This is an optimization exercise on Yosys and OpenROAD, whose aim is small area, not a production implementation.
The RTL was checked by simulation tests, not by an equivalence proof against the original design.
No activity file was given, so power comes from the tool's default toggle rates.

==> inputs of v31 <==
## cwe_core
module cwe_core (
    input  wire        clk,
    input  wire        rst,             
    input  wire        req_valid,
    output wire        req_ready,
    input  wire [3:0]  req_op,
    input  wire        req_dir,         
    input  wire [31:0] req_a0,
    input  wire [31:0] req_a1,
    output wire        res_valid,
    output wire [3:0]  res_status,
    output reg  [31:0] res_value,
    output wire [31:0] res_x1,
    output wire        res_len8,
    output wire [7:0]  res_terr,
    output wire        t_req_valid,
    output reg  [2:0]  t_req_kind,      
    output reg  [31:0] t_req_word,      
    output reg  [15:0] t_req_len,       
    input  wire        t_ack,
    input  wire        t_err,
    input  wire [7:0]  t_errcode,
    input  wire [31:0] t_rdata,         
    output wire        p_resume_req,    
    input  wire        p_done,
    input  wire        p_ok,
    output wire        p_release,       
    output wire        clk_enable,      
    input  wire        completion,
    input  wire        tick,
    input  wire [31:0] now,
    output reg  [31:0] last_resp,
    output reg  [31:0] last_ts,
    output reg         last_valid,
    output reg         cmode,           
    output wire [2:0]  wstate
);
clock: 10.0 ns
lec_check: 0
cap_margin: 10
core_margin: 2
core_utilization: 30
cts_buf_list: sky130_fd_sc_hd__clkbuf_8
cts_cluster_diameter: 80
cts_cluster_size: 15
gpl_timing_driven: 0
slew_margin: 10
standard.sh (not shown) runs the stock make flow with config.mk's settings and CLKGATE_MAP_FILE= SYNTH_SCRIPT=/design/flow/synth_recipe.tcl, a recipe that flattens the netlist after the stock synthesis.
==> flow/flow/run.sh <==
#!/bin/bash
# Standard layout with an area-oriented ABC mapping.
# 2. The same synthesis script again, with ABC's mapping script swapped for
#    flow/abc_area.script and buf_1 for the buffers on pass-through outputs (every other
#    pass unchanged, so the registers are the same).
# 3. If both netlists have the same registers (instance names and cell types), the area
#    netlist replaces the standard one; otherwise the standard one is kept.
# 4. standard.sh lays the netlist out (floorplan to finish) and writes out/final.def, with
#    buf_1 as the port buffer.
# Each tool's full output goes to a log file in this folder (and ORFS's own logs under orfs/logs).
set -euo pipefail
W=$(pwd)
F=$W/flow
R=$W/orfs/results/$FLOW_PLATFORM/cwe_core/base

bash standard.sh synth > "$W/std_synth.log" 2>&1
cp "$R/1_2_yosys.v" "$W/std_1_2_yosys.v"

{
  cat <<TCL
proc abc {args} {
  set i [lsearch -exact \$args -script]
  if {\$i >= 0} { set args [lreplace \$args \$i [expr {\$i + 1}]] }
  yosys abc -script $F/abc_area.script {*}\$args
}
TCL
  cat "$W/synth_recipe.tcl"
} > "$W/area_synth.tcl"

use_area=0
if make -C "$FLOW_HOME" DESIGN_CONFIG="$W/config.mk" WORK_HOME="$W/orfs" CLKGATE_MAP_FILE= \
     SYNTH_SCRIPT="$W/area_synth.tcl" MIN_BUF_CELL_AND_PORTS="sky130_fd_sc_hd__buf_1 A X" \
     do-yosys > "$W/area_synth.log" 2>&1; then
  # registers: cell instances with a clock (or latch gate) pin
  regs() {
    awk '/^[ \t]*sky130_fd_sc_hd__/ {cell=$1; name=$2; clk=0}
         /\.(CLK|CLK_N|GATE|GATE_N)\(/ {clk=1}
         /\);/ {if (cell != "" && clk) print cell, name; cell=""}' "$1" | sort
  }
  regs "$W/std_1_2_yosys.v" > "$W/regs_std.txt"
  regs "$R/1_2_yosys.v" > "$W/regs_area.txt"
  if [[ -s "$W/regs_std.txt" ]] && cmp -s "$W/regs_std.txt" "$W/regs_area.txt"; then
    use_area=1
  fi
fi
if [[ $use_area == 1 ]]; then
  echo "area netlist used" > "$W/netlist_choice.log"
else
  echo "standard netlist used" > "$W/netlist_choice.log"
  cp "$W/std_1_2_yosys.v" "$R/1_2_yosys.v"
fi
cp "$W/std_synth.log" "$W/orfs/logs/$FLOW_PLATFORM/cwe_core/base/1_2_yosys_std.log" 2>/dev/null || true

# every input and output port gets a buffer, as in the standard flow; the buffer is the
# platform's smallest one (buf_1) instead of the 10 um2 delay buffer buffer_ports picks by itself
# clock tree: clkbuf_8 in clusters of up to 15 sinks within 80 um, without the dummy loads CTS
# adds to balance leaf loads
export BUFFER_PORTS_ARGS="-buffer_cell sky130_fd_sc_hd__buf_1"
export CTS_ARGS="-sink_clustering_enable -repair_clock_nets -sink_clustering_size 15 -sink_clustering_max_diameter 80 -buf_list sky130_fd_sc_hd__clkbuf_8 -dont_use_dummy_load"
bash standard.sh > "$W/std_finish.log" 2>&1
Other scripts of this flow, unchanged in this note and not shown: flow/flow/abc_area.script
==> inputs of v9, as changes to v31 <==
CAP_MARGIN = 20   (was 10)
CORE_UTILIZATION = 25   (was 30)
GPL_TIMING_DRIVEN = default   (was 0)
SLEW_MARGIN = 20   (was 10)
==> comparison table <==
item                                                    v9         v31
Outcome                   no timing/DRC/antenna violations  no timing/DRC/antenna violations
TritonCTS Buffers                                       18          19
Buffer share of cell area                           0.0989       0.116
Slowest cell on the critical path                   nor4_4     nand2_1
Global-route track usage on met3                    0.0405      0.0373
Highest metal layer with signal wires                 met5        met4
Overall power                                      3660 µW     3660 µW
Proportion of power drawn by the clock network       0.128       0.129
Global-route wire length before repair            79700 µm    75500 µm
Cell Area, Placed                               0.0138 mm²  0.0139 mm²
Placement Setup Slack                              3500 ps     2790 ps
Power Combinational                                1550 µW     1560 µW
Length of routed met3 wiring                       5830 µm     5410 µm
Ratio of total power to cell area               262 mW/mm²  258 mW/mm²

==> 06-14: inputs <==
==> flow/design.v <==
module cwe_codec (
    input  wire [31:0] reg_id,
    input  wire [31:0] value,
    input  wire        dir_write,
    input  wire [31:0] wbuf0,
    input  wire [9:0]  wbuf1f,
    output wire        valid_id,    
    output wire        len8,        
    output reg  [31:0] enc_x0,
    output wire [9:0]  enc_x1f,
    output reg  [31:0] dec_value
);
    wire [4:0] id = reg_id[4:0];
    assign valid_id = (reg_id[31:5] == 27'd0) && (!id[4] || id[3:1] == 3'b000);
    wire is3  = (id == 5'h03);
    wire is5  = (id == 5'h05);
    wire is7  = (id == 5'h07);
    wire is10 = (id == 5'h10);
    wire is11 = (id == 5'h11);
    assign len8 = is5;
    always @(*) begin
        if (!dir_write) begin
            if (is3)       enc_x0 = 32'h0A030000;
            else if (is5)  enc_x0 = 32'h0C050000;
            else if (is7)  enc_x0 = 32'h0A070000;
            else if (is10) enc_x0 = 32'h0A100000;
            else if (is11) enc_x0 = 32'h0A110000;
            else           enc_x0 = {27'h0700000, id};
        end else begin
            if (is3)       enc_x0 = {20'h0B030, value[11:0]};
            else if (is5)  enc_x0 = 32'h0C850000;
            else if (is7)  enc_x0 = {16'h0D07, value[2:0], 13'h0001};
            else if (is10) enc_x0 = {24'h000000, value[7:0]};
            else if (is11) enc_x0 = value;
            else           enc_x0 = {16'h0F00, value[15:0]};
        end
    end
    assign enc_x1f = (dir_write && is5) ? value[9:0] : 10'd0;
    always @(*) begin
        if (is5)       dec_value = {22'd0, wbuf1f};
        else if (is7)  dec_value = {29'd0, wbuf0[15:13]};
        else if (is3)  dec_value = {20'd0, wbuf0[11:0]};
        else if (is10) dec_value = {24'd0, wbuf0[7:0]};
        else if (is11) dec_value = wbuf0;
        else           dec_value = {16'd0, wbuf0[15:0]};
    end
endmodule
module cwe_core (
    input  wire        clk,
    input  wire        rst,             
    input  wire        req_valid,
    output wire        req_ready,
    input  wire [3:0]  req_op,
    input  wire        req_dir,         
    input  wire [31:0] req_a0,
    input  wire [31:0] req_a1,
    output wire        res_valid,
    output wire [3:0]  res_status,
    output reg  [31:0] res_value,
    output wire [31:0] res_x1,
    output wire        res_len8,
    output wire [7:0]  res_terr,
    output wire        t_req_valid,
    output reg  [2:0]  t_req_kind,      
    output reg  [31:0] t_req_word,      
    output reg  [15:0] t_req_len,       
    input  wire        t_ack,
    input  wire        t_err,
    input  wire [7:0]  t_errcode,
    input  wire [31:0] t_rdata,         
    output wire        p_resume_req,    
    input  wire        p_done,
    input  wire        p_ok,
    output wire        p_release,       
    output wire        clk_enable,      
    input  wire        completion,
    input  wire        tick,
    input  wire [31:0] now,
    output reg  [31:0] last_resp,
    output reg  [31:0] last_ts,
    output reg         last_valid,
    output reg         cmode,           
    output wire [2:0]  wstate
);
    localparam [3:0] ST_OK = 4'd0, ST_INVADDR = 4'd1, ST_TIMEOUT = 4'd2,
                     ST_PROTO = 4'd3, ST_ACKTO = 4'd4, ST_PWRFAIL = 4'd5,
                     ST_INVSIZE = 4'd6, ST_TRANSPORT = 4'd7, ST_UNSUPPORTED = 4'd8;
    localparam [4:0]
        S_IDLE   = 5'd0,
        S_RES    = 5'd1,
        S_BODY   = 5'd2,
        S_FIN    = 5'd3,
        S_WAIT   = 5'd4,    
        S_DONE   = 5'd5,    
        S_DLY    = 5'd6,    
        S_RBLP   = 5'd7,
        S_WKATT  = 5'd8,
        S_WKAW   = 5'd9,
        S_WKFAIL = 5'd10,
        S_GAP    = 5'd11,   
        S_SEND   = 5'd16,   
        S_WBDATA = 5'd17,
        S_WBACK  = 5'd18,
        S_RBRD   = 5'd19,
        S_RBDRN  = 5'd20,
        S_WKWAKE = 5'd21;
    reg [4:0]  st;
    reg [3:0]  op;
    reg        dir;
    reg [31:0] R, W;
    reg [21:0] M;
    reg [12:0] T;
    reg [3:0]  status;
    reg [1:0]  ph;
    reg        cseen;
    reg [31:0] wbuf0;
    reg [9:0]  wbuf1f;       
    reg        ws_fail, ws_done;
    wire [2:0] o  = op[2:0];
    wire       wk = (o == 3'd5);
    wire        c_valid, c_len8;
    wire [31:0] c_x0, c_dec;
    wire [9:0]  c_x1f;
    cwe_codec u_codec (
        .reg_id(R), .value(W), .dir_write(dir), .wbuf0(wbuf0), .wbuf1f(wbuf1f),
        .valid_id(c_valid), .len8(c_len8), .enc_x0(c_x0), .enc_x1f(c_x1f), .dec_value(c_dec)
    );
    wire        eq       = (M == W[31:10]);
    wire        blk_done = eq && (W[9:0] == 10'd0);
    wire [15:0] chunk    = eq ? {6'd0, W[9:0]} : 16'd1024;
    assign req_ready    = (st == S_IDLE);
    assign res_valid    = (st == S_FIN);
    assign t_req_valid  = st[4];
    assign p_resume_req = (st == S_RES);
    assign p_release    = (st == S_FIN) && op[3] && (op[2:1] != 2'b11) && (status != ST_PWRFAIL);
    assign clk_enable   = (st == S_WKATT);
    assign wstate       = {ws_done, 1'b0, ws_fail};
    assign res_status = status;
    assign res_terr   = R[7:0];
    assign res_len8   = c_len8;
    assign res_x1     = {4'h0, c_len8, c_len8, 2'b00, dir & c_len8, 4'h0, c_len8, c_len8, 1'b0,
                         2'b00, wbuf1f, 4'h0};
    always @(*) begin
        case (o)
        3'd0:    res_value = last_resp;
        3'd1:    res_value = {16'd0, last_resp[15:0]};
        3'd4:    res_value = {16'd0, W[23:8]};
        3'd6:    res_value = wbuf0;
        3'd7:    res_value = c_dec;
        default: res_value = W;
        endcase
    end
    always @(*) begin
        case (st)
        S_WBDATA:        t_req_word = {M, 10'd0};
        S_RBRD:          t_req_word = {16'd0, M[13:0], 2'b00};
        S_WBACK, S_RBDRN: t_req_word = 32'hFFFFFFFF;
        default:
            case (o)
            3'd0:       t_req_word = R;
            3'd1, 3'd2: t_req_word = ph[0] ? {8'h0C, dir, 7'h06, 2'b00, wbuf1f, 4'h0} : wbuf0;
            3'd3:       t_req_word = {16'h0A01, chunk};
            3'd4:       t_req_word = {16'h0A02, R[15:0]};
            default:
                case (ph)
                2'd0:    t_req_word = 32'h0C000000;
                2'd1:    t_req_word = 32'h1B000001;
                2'd2:    t_req_word = 32'h0B000000;
                default: t_req_word = 32'h0D000000;
                endcase
            endcase
        endcase
    end
    always @(*) begin
        case (st)
        S_SEND:                  t_req_kind = (o == 3'd3 || o == 3'd4) ? 3'd1 : 3'd0;
        S_WBDATA:                t_req_kind = 3'd2;
        S_WBACK, S_RBRD, S_RBDRN: t_req_kind = 3'd3;
        default:                 t_req_kind = 3'd4;
        endcase
    end
    always @(*) begin
        case (st)
        S_WBACK: t_req_len = 16'd4;
        S_RBRD:  t_req_len = eq ? {14'd0, W[9:8]} : 16'd4;
        S_RBDRN: t_req_len = {14'd0, ph};
        default: t_req_len = chunk;
        endcase
    end
    wire armed = ((st == S_SEND) && cmode && !t_req_word[28]) || (st == S_WAIT) ||
                 (st == S_WKWAKE) || (st == S_WKAW);
    wire [4:0] fail_st = (wk && ph != 2'd3) ? S_WKFAIL : S_FIN;
    always @(posedge clk) begin
        cseen <= armed && (cseen || completion);
        if (t_ack)
            R <= {t_rdata[31:8], t_err ? t_errcode : t_rdata[7:0]};
        if (rst) begin
            st         <= S_IDLE;
            last_valid <= 1'b0;
            cmode      <= 1'b0;
            ws_fail    <= 1'b0;
            ws_done    <= 1'b0;
        end else begin
            case (st)
            S_IDLE: begin
                op  <= req_op;
                dir <= req_op[2] ? req_dir : req_op[1];
                R   <= req_a0;
                W   <= req_a1;
                status <= (req_op[3:1] == 3'b111) ? ST_UNSUPPORTED : ST_OK;
                if (req_valid)
                    st <= (req_op[3:1] == 3'b111) ? S_FIN : req_op[3] ? S_RES : S_BODY;
            end
            S_RES: begin
                if (p_done) begin
                    if (p_ok)
                        st <= S_BODY;
                    else begin
                        status <= ST_PWRFAIL;
                        st     <= S_FIN;
                    end
                end
            end
            S_BODY: begin
                M <= 22'd0;
                T <= 13'd10;
                ph <= {c_len8, 1'b0};
                case (o)
                3'd0, 3'd4: st <= S_SEND;
                3'd3: begin
                    ph <= 2'd3;
                    st <= S_DLY;
                end
                3'd5: st <= S_WKATT;
                default: begin
                    if (!c_valid) begin
                        status <= ST_INVADDR;
                        st     <= S_FIN;
                    end else begin
                        if (o != 3'd7) begin
                            wbuf0  <= c_x0;
                            wbuf1f <= c_x1f;
                        end
                        st <= o[2] ? S_FIN : S_SEND;
                    end
                end
                endcase
            end
            S_FIN: st <= S_IDLE;
            S_GAP: st <= S_DONE;
            S_SEND: begin
                if (t_ack) begin
                    if (t_err) begin
                        status <= ST_TRANSPORT;
                        if (wk && ph == 2'd3) ws_fail <= 1'b1;
                        st <= fail_st;
                    end else if (t_req_word[28]) begin
                        st <= S_GAP;
                    end else if (!cmode) begin
                        cseen <= 1'b1;
                        st    <= S_WAIT;
                    end else begin
                        T  <= 13'd5000;
                        st <= S_WAIT;
                    end
                end
            end
            S_WAIT: begin
                if (cseen || completion) begin
                    last_resp  <= R;
                    last_ts    <= now;
                    last_valid <= 1'b1;
                    st         <= S_DONE;
                end else if (T == 13'd0) begin
                    status <= ST_TIMEOUT;
                    if (wk && ph == 2'd3) ws_fail <= 1'b1;
                    st <= fail_st;
                end else if (tick)
                    T <= T - 13'd1;
            end
            S_DONE: begin
                case (o)
                3'd1, 3'd2: begin
                    if (ph == 2'b10) begin
                        ph <= 2'b11;
                        st <= S_SEND;
                    end else
                        st <= S_FIN;
                end
                3'd3: begin
                    if (last_resp[31:16] != 16'h0A01) begin
                        status <= ST_PROTO;
                        st     <= S_FIN;
                    end else
                        st <= S_WBDATA;
                end
                3'd4: begin
                    if (last_resp[31:16] != 16'h0A02) begin
                        status <= ST_PROTO;
                        st     <= S_FIN;
                    end else if (last_resp[15:0] == 16'd0 || last_resp[1:0] != 2'd0) begin
                        status <= ST_INVSIZE;
                        st     <= S_FIN;
                    end else begin
                        if (W < {16'd0, last_resp[15:0]}) begin
                            W  <= {8'd0, W[15:0], 8'd0};
                            ph <= 2'd0 - W[1:0];
                        end else begin
                            W  <= {8'd0, last_resp[15:0], 8'd0};
                            ph <= 2'd0;
                        end
                        st <= S_RBLP;
                    end
                end
                3'd5: begin
                    case (ph)
                    2'd0: begin
                        if (last_resp[15:0] != 16'h0001 && last_resp[15:0] != 16'h0004) begin
                            status <= ST_PROTO;
                            st     <= S_WKFAIL;
                        end else begin
                            ph <= 2'd1;
                            st <= S_SEND;
                        end
                    end
                    2'd1: begin
                        cmode <= 1'b1;
                        ph    <= 2'd2;
                        st    <= S_SEND;
                    end
                    2'd2: begin
                        if (last_resp != 32'h0B000000) begin
                            status <= ST_PROTO;
                            st     <= S_WKFAIL;
                        end else begin
                            ph <= 2'd3;
                            st <= S_SEND;
                        end
                    end
                    default: begin
                        status  <= ST_OK;
                        ws_fail <= 1'b0;
                        st      <= S_FIN;
                    end
                    endcase
                end
                default: st <= S_FIN;
                endcase
            end
            S_DLY: begin
                if (!wk && ph == 2'd3 && blk_done)
                    st <= S_FIN;
                else if (T == 13'd0)
                    st <= wk ? S_WKWAKE : (ph == 2'd3) ? S_SEND : S_WBACK;
                else if (tick)
                    T <= T - 13'd1;
            end
            S_WBDATA: begin
                if (t_ack) begin
                    if (t_err) begin
                        status <= ST_TRANSPORT;
                        st     <= S_FIN;
                    end else begin
                        ph <= 2'd0;
                        st <= S_WBACK;
                    end
                end
            end
            S_WBACK: begin
                if (t_ack) begin
                    if (t_err) begin
                        status <= ST_TRANSPORT;
                        st     <= S_FIN;
                    end else if (t_rdata == 32'h0000010A) begin
                        if (eq)
                            st <= S_FIN;
                        else begin
                            M  <= M + 22'd1;
                            ph <= 2'd3;
                            T  <= 13'd10;
                            st <= S_DLY;
                        end
                    end else if (ph == 2'd2) begin
                        status <= ST_ACKTO;
                        st     <= S_FIN;
                    end else begin
                        ph <= ph + 2'd1;
                        T  <= 13'd2;
                        st <= S_DLY;
                    end
                end
            end
            S_RBLP: begin
                if (blk_done)
                    st <= (ph != 2'd0) ? S_RBDRN : S_FIN;
                else
                    st <= S_RBRD;
            end
            S_RBRD: begin
                if (t_ack) begin
                    if (t_err) begin
                        status <= ST_TRANSPORT;
                        st     <= S_FIN;
                    end else if (eq)
                        st <= (ph != 2'd0) ? S_RBDRN : S_FIN;
                    else begin
                        M  <= M + 22'd1;
                        st <= S_RBLP;
                    end
                end
            end
            S_RBDRN: begin
                if (t_ack) begin
                    if (t_err)
                        status <= ST_TRANSPORT;
                    st <= S_FIN;
                end
            end
            S_WKATT: begin
                ws_done <= 1'b1;
                M  <= M + 22'd1;
                T  <= 13'd5;
                st <= S_DLY;
            end
            S_WKWAKE: begin
                if (t_ack) begin
                    if (t_err) begin
                        status <= ST_TRANSPORT;
                        st     <= S_WKFAIL;
                    end else begin
                        T  <= 13'd100;
                        st <= S_WKAW;
                    end
                end
            end
            S_WKAW: begin
                if (cseen || completion) begin
                    cseen <= 1'b0;
                    ph    <= 2'd0;
                    st    <= S_SEND;
                end else if (T == 13'd0) begin
                    status <= ST_TIMEOUT;
                    st     <= S_WKFAIL;
                end else if (tick)
                    T <= T - 13'd1;
            end
            S_WKFAIL: begin
                cmode <= 1'b0;
                if (M[4:0] == 5'd20) begin
                    ws_fail <= 1'b1;
                    st      <= S_FIN;
                end else
                    st <= S_WKATT;
            end
            default: st <= S_IDLE;
            endcase
        end
    end
endmodule
==> flow/run.sh <==
#!/bin/bash
# synth_recipe.tcl (not shown) runs the flow's synth.tcl, then flattens the netlist and writes it again
# the make line also repeats each setting of config.mk as NAME=value (left out here)
make -C /OpenROAD-flow-scripts/flow DESIGN_CONFIG=/design/flow/config.mk WORK_HOME=/design/flow/orfs CLKGATE_MAP_FILE= SYNTH_SCRIPT=/design/flow/synth_recipe.tcl finish
==> flow/config.mk <==
export PLATFORM = sky130hd
export DESIGN_NAME = cwe_core
export DESIGN_NICKNAME = cwe_core
export VERILOG_FILES = /design/flow/design.v
export SDC_FILE = /design/flow/constraint.sdc
export NUM_CORES = 4
export LEC_CHECK = 0
export CAP_MARGIN = 20
export CORE_MARGIN = 2
export CORE_UTILIZATION = 40
export SLEW_MARGIN = 20
==> flow/constraint.sdc <==
create_clock -name core_clock -period 10.0 [get_ports {clk}]
set_input_delay 2.0000 -clock core_clock [delete_from_list [all_inputs] [get_ports {clk}]]
set_output_delay 2.0000 -clock core_clock [all_outputs]
set_load 0.01 [all_outputs]
==> 01-17 (differences from 06-14) <==
--- a/flow/design.v
+++ b/flow/design.v
@@ -3,11 +3,13 @@
     input  wire [31:0] value,
     input  wire        dir_write,
-    input  wire [31:0] wbuf0,
-    input  wire [9:0]  wbuf1f,
+    input  wire [31:0] wb_p,        
+    input  wire        wb_5w,
     output wire        valid_id,    
     output wire        len8,        
-    output reg  [31:0] enc_x0,
-    output wire [9:0]  enc_x1f,
-    output reg  [31:0] dec_value
+    output reg  [31:0] enc_p,       
+    output wire        enc_5w,
+    output wire [31:0] x0,          
+    output wire [9:0]  x1f,
+    output reg  [31:0] dec_value    
 );
     wire [4:0] id = reg_id[4:0];
@@ -18,30 +20,32 @@
     wire is10 = (id == 5'h10);
     wire is11 = (id == 5'h11);
-    assign len8 = is5;
+    assign len8   = is5;
+    assign enc_5w = dir_write && is5;
     always @(*) begin
         if (!dir_write) begin
-            if (is3)       enc_x0 = 32'h0A030000;
-            else if (is5)  enc_x0 = 32'h0C050000;
-            else if (is7)  enc_x0 = 32'h0A070000;
-            else if (is10) enc_x0 = 32'h0A100000;
-            else if (is11) enc_x0 = 32'h0A110000;
-            else           enc_x0 = {27'h0700000, id};
+            if (is3)       enc_p = 32'h0A030000;
+            else if (is5)  enc_p = 32'h0C050000;
+            else if (is7)  enc_p = 32'h0A070000;
+            else if (is10) enc_p = 32'h0A100000;
+            else if (is11) enc_p = 32'h0A110000;
+            else           enc_p = {27'h0700000, id};
         end else begin
-            if (is3)       enc_x0 = {20'h0B030, value[11:0]};
-            else if (is5)  enc_x0 = 32'h0C850000;
-            else if (is7)  enc_x0 = {16'h0D07, value[2:0], 13'h0001};
-            else if (is10) enc_x0 = {24'h000000, value[7:0]};
-            else if (is11) enc_x0 = value;
-            else           enc_x0 = {16'h0F00, value[15:0]};
+            if (is3)       enc_p = {20'h0B030, value[11:0]};
+            else if (is5)  enc_p = {22'h032140, value[9:0]};
+            else if (is7)  enc_p = {16'h0D07, value[2:0], 13'h0001};
+            else if (is10) enc_p = {24'h000000, value[7:0]};
+            else if (is11) enc_p = value;
+            else           enc_p = {16'h0F00, value[15:0]};
         end
     end
-    assign enc_x1f = (dir_write && is5) ? value[9:0] : 10'd0;
+    assign x0  = {wb_p[31:10], wb_5w ? 10'd0 : wb_p[9:0]};
+    assign x1f = wb_5w ? wb_p[9:0] : 10'd0;
     always @(*) begin
-        if (is5)       dec_value = {22'd0, wbuf1f};
-        else if (is7)  dec_value = {29'd0, wbuf0[15:13]};
-        else if (is3)  dec_value = {20'd0, wbuf0[11:0]};
-        else if (is10) dec_value = {24'd0, wbuf0[7:0]};
-        else if (is11) dec_value = wbuf0;
-        else           dec_value = {16'd0, wbuf0[15:0]};
+        if (is5)       dec_value = {22'd0, x1f};
+        else if (is7)  dec_value = {29'd0, x0[15:13]};
+        else if (is3)  dec_value = {20'd0, x0[11:0]};
+        else if (is10) dec_value = {24'd0, x0[7:0]};
+        else if (is11) dec_value = x0;
+        else           dec_value = {16'd0, x0[15:0]};
     end
 endmodule
@@ -107,5 +111,4 @@
     reg [4:0]  st;
     reg [3:0]  op;
-    reg        dir;
     reg [31:0] R, W;
     reg [21:0] M;
@@ -114,15 +117,18 @@
     reg [1:0]  ph;
     reg        cseen;
-    reg [31:0] wbuf0;
-    reg [9:0]  wbuf1f;       
+    reg [31:0] wb_p;         
+    reg        wb_5w;
     reg        ws_fail, ws_done;
     wire [2:0] o  = op[2:0];
+    wire       dir = op[2] ? op[3] : op[1];
     wire       wk = (o == 3'd5);
     wire        c_valid, c_len8;
-    wire [31:0] c_x0, c_dec;
-    wire [9:0]  c_x1f;
+    wire [31:0] c_p, x0, c_dec;
+    wire        c_5w;
+    wire [9:0]  x1f;
     cwe_codec u_codec (
-        .reg_id(R), .value(W), .dir_write(dir), .wbuf0(wbuf0), .wbuf1f(wbuf1f),
-        .valid_id(c_valid), .len8(c_len8), .enc_x0(c_x0), .enc_x1f(c_x1f), .dec_value(c_dec)
+        .reg_id(R), .value(W), .dir_write(dir), .wb_p(wb_p), .wb_5w(wb_5w),
+        .valid_id(c_valid), .len8(c_len8), .enc_p(c_p), .enc_5w(c_5w), .x0(x0), .x1f(x1f),
+        .dec_value(c_dec)
     );
     wire        eq       = (M == W[31:10]);
@@ -140,5 +146,5 @@
     assign res_len8   = c_len8;
     assign res_x1     = {4'h0, c_len8, c_len8, 2'b00, dir & c_len8, 4'h0, c_len8, c_len8, 1'b0,
-                         2'b00, wbuf1f, 4'h0};
+                         2'b00, x1f, 4'h0};
     always @(*) begin
         case (o)
@@ -146,5 +152,5 @@
         3'd1:    res_value = {16'd0, last_resp[15:0]};
         3'd4:    res_value = {16'd0, W[23:8]};
-        3'd6:    res_value = wbuf0;
+        3'd6:    res_value = x0;
         3'd7:    res_value = c_dec;
         default: res_value = W;
@@ -159,5 +165,5 @@
             case (o)
             3'd0:       t_req_word = R;
-            3'd1, 3'd2: t_req_word = ph[0] ? {8'h0C, dir, 7'h06, 2'b00, wbuf1f, 4'h0} : wbuf0;
+            3'd1, 3'd2: t_req_word = ph[0] ? {8'h0C, dir, 7'h06, 2'b00, x1f, 4'h0} : x0;
             3'd3:       t_req_word = {16'h0A01, chunk};
             3'd4:       t_req_word = {16'h0A02, R[15:0]};
@@ -204,6 +210,5 @@
             case (st)
             S_IDLE: begin
-                op  <= req_op;
-                dir <= req_op[2] ? req_dir : req_op[1];
+                op  <= {(req_op[2:1] == 2'b11) ? req_dir : req_op[3], req_op[2:0]};
                 R   <= req_a0;
                 W   <= req_a1;
@@ -239,6 +244,6 @@
                     end else begin
                         if (o != 3'd7) begin
-                            wbuf0  <= c_x0;
-                            wbuf1f <= c_x1f;
+                            wb_p  <= c_p;
+                            wb_5w <= c_5w;
                         end
                         st <= o[2] ? S_FIN : S_SEND;
--- a/flow/config.mk
+++ b/flow/config.mk
@@ -8,4 +8,4 @@
 export CAP_MARGIN = 20
 export CORE_MARGIN = 2
-export CORE_UTILIZATION = 40
+export CORE_UTILIZATION = 30
 export SLEW_MARGIN = 20
==> impl_metrics.json <==
{
  "clock_latency_ns": 0.57,
  "run_status": "finished clean",
  "crit_top_cell": "a21oi_1",
  "synth_top_area_share": 0.3956,
  "signal_buffers": 358,
  "multiInputGateArea_um2": 6817,
  "p_clk_mw": 1.05,
  "synth-seq-area-share": 0.4558
}
-- figures above: 06-14

==> impl_metrics.json <==
{
  "multi_input_area_share": 0.3777,
  "run_status": "finished clean",
  "p_clk_mw": 1.00,
  "signal_buffers": 362,
  "multiInputGateArea_um2": 6959,
  "place.gp.congestion": 0.9681,
  "design.seq.count": 216,
  "clock_latency_ns": 0.58,
  "taps": 600,
  "use_met1": 0.3405,
  "crit_path_max_incr_delay_ns": 0.95,
  "comb_power_mw": 1.72,
  "synth-seq-area-share": 0.4381
}
-- figures above: 01-17

re-timing with driven ports:
How much do the figures lean on ideal ports? The routed layouts below were timed once more, with nothing changed but the port constraints. Step 1 sets driving cells, clkbuf_16 on the clock port and buf_2 on the other inputs (assumed; they add their load-dependent delay and slew). Step 2 times the ports against the registers' clock, not the clock port: input delays grow and output delays shrink by t, the midpoint of the rising clock arrivals with the driver on. a / b / c = ideal / step 1 / step 2; a / b = the first two.
run | t, ns | setup slack, ns | hold WS [ns] | worst register clock-pin slew, ns | cell pins on the clock port's net
v31 | 0.588 | 1.859 / 1.809 / 2.397 | 0.441 / 0.441 / 0.441 | 0.11 / 0.11 | 1
v9 | 0.601 | 2.603 / 2.554 / 3.155 | 0.442 / 0.442 / 0.442 | 0.12 / 0.12 | 1
06-14 | 0.605 | 3.421 / 3.364 / 3.969 | 0.461 / 0.461 / 0.461 | 0.07 / 0.07 | 1
01-17 | 0.613 | 3.395 / 3.341 / 3.954 | 0.459 / 0.459 / 0.459 | 0.07 / 0.07 | 1
After both steps every run listed still meets setup and hold.
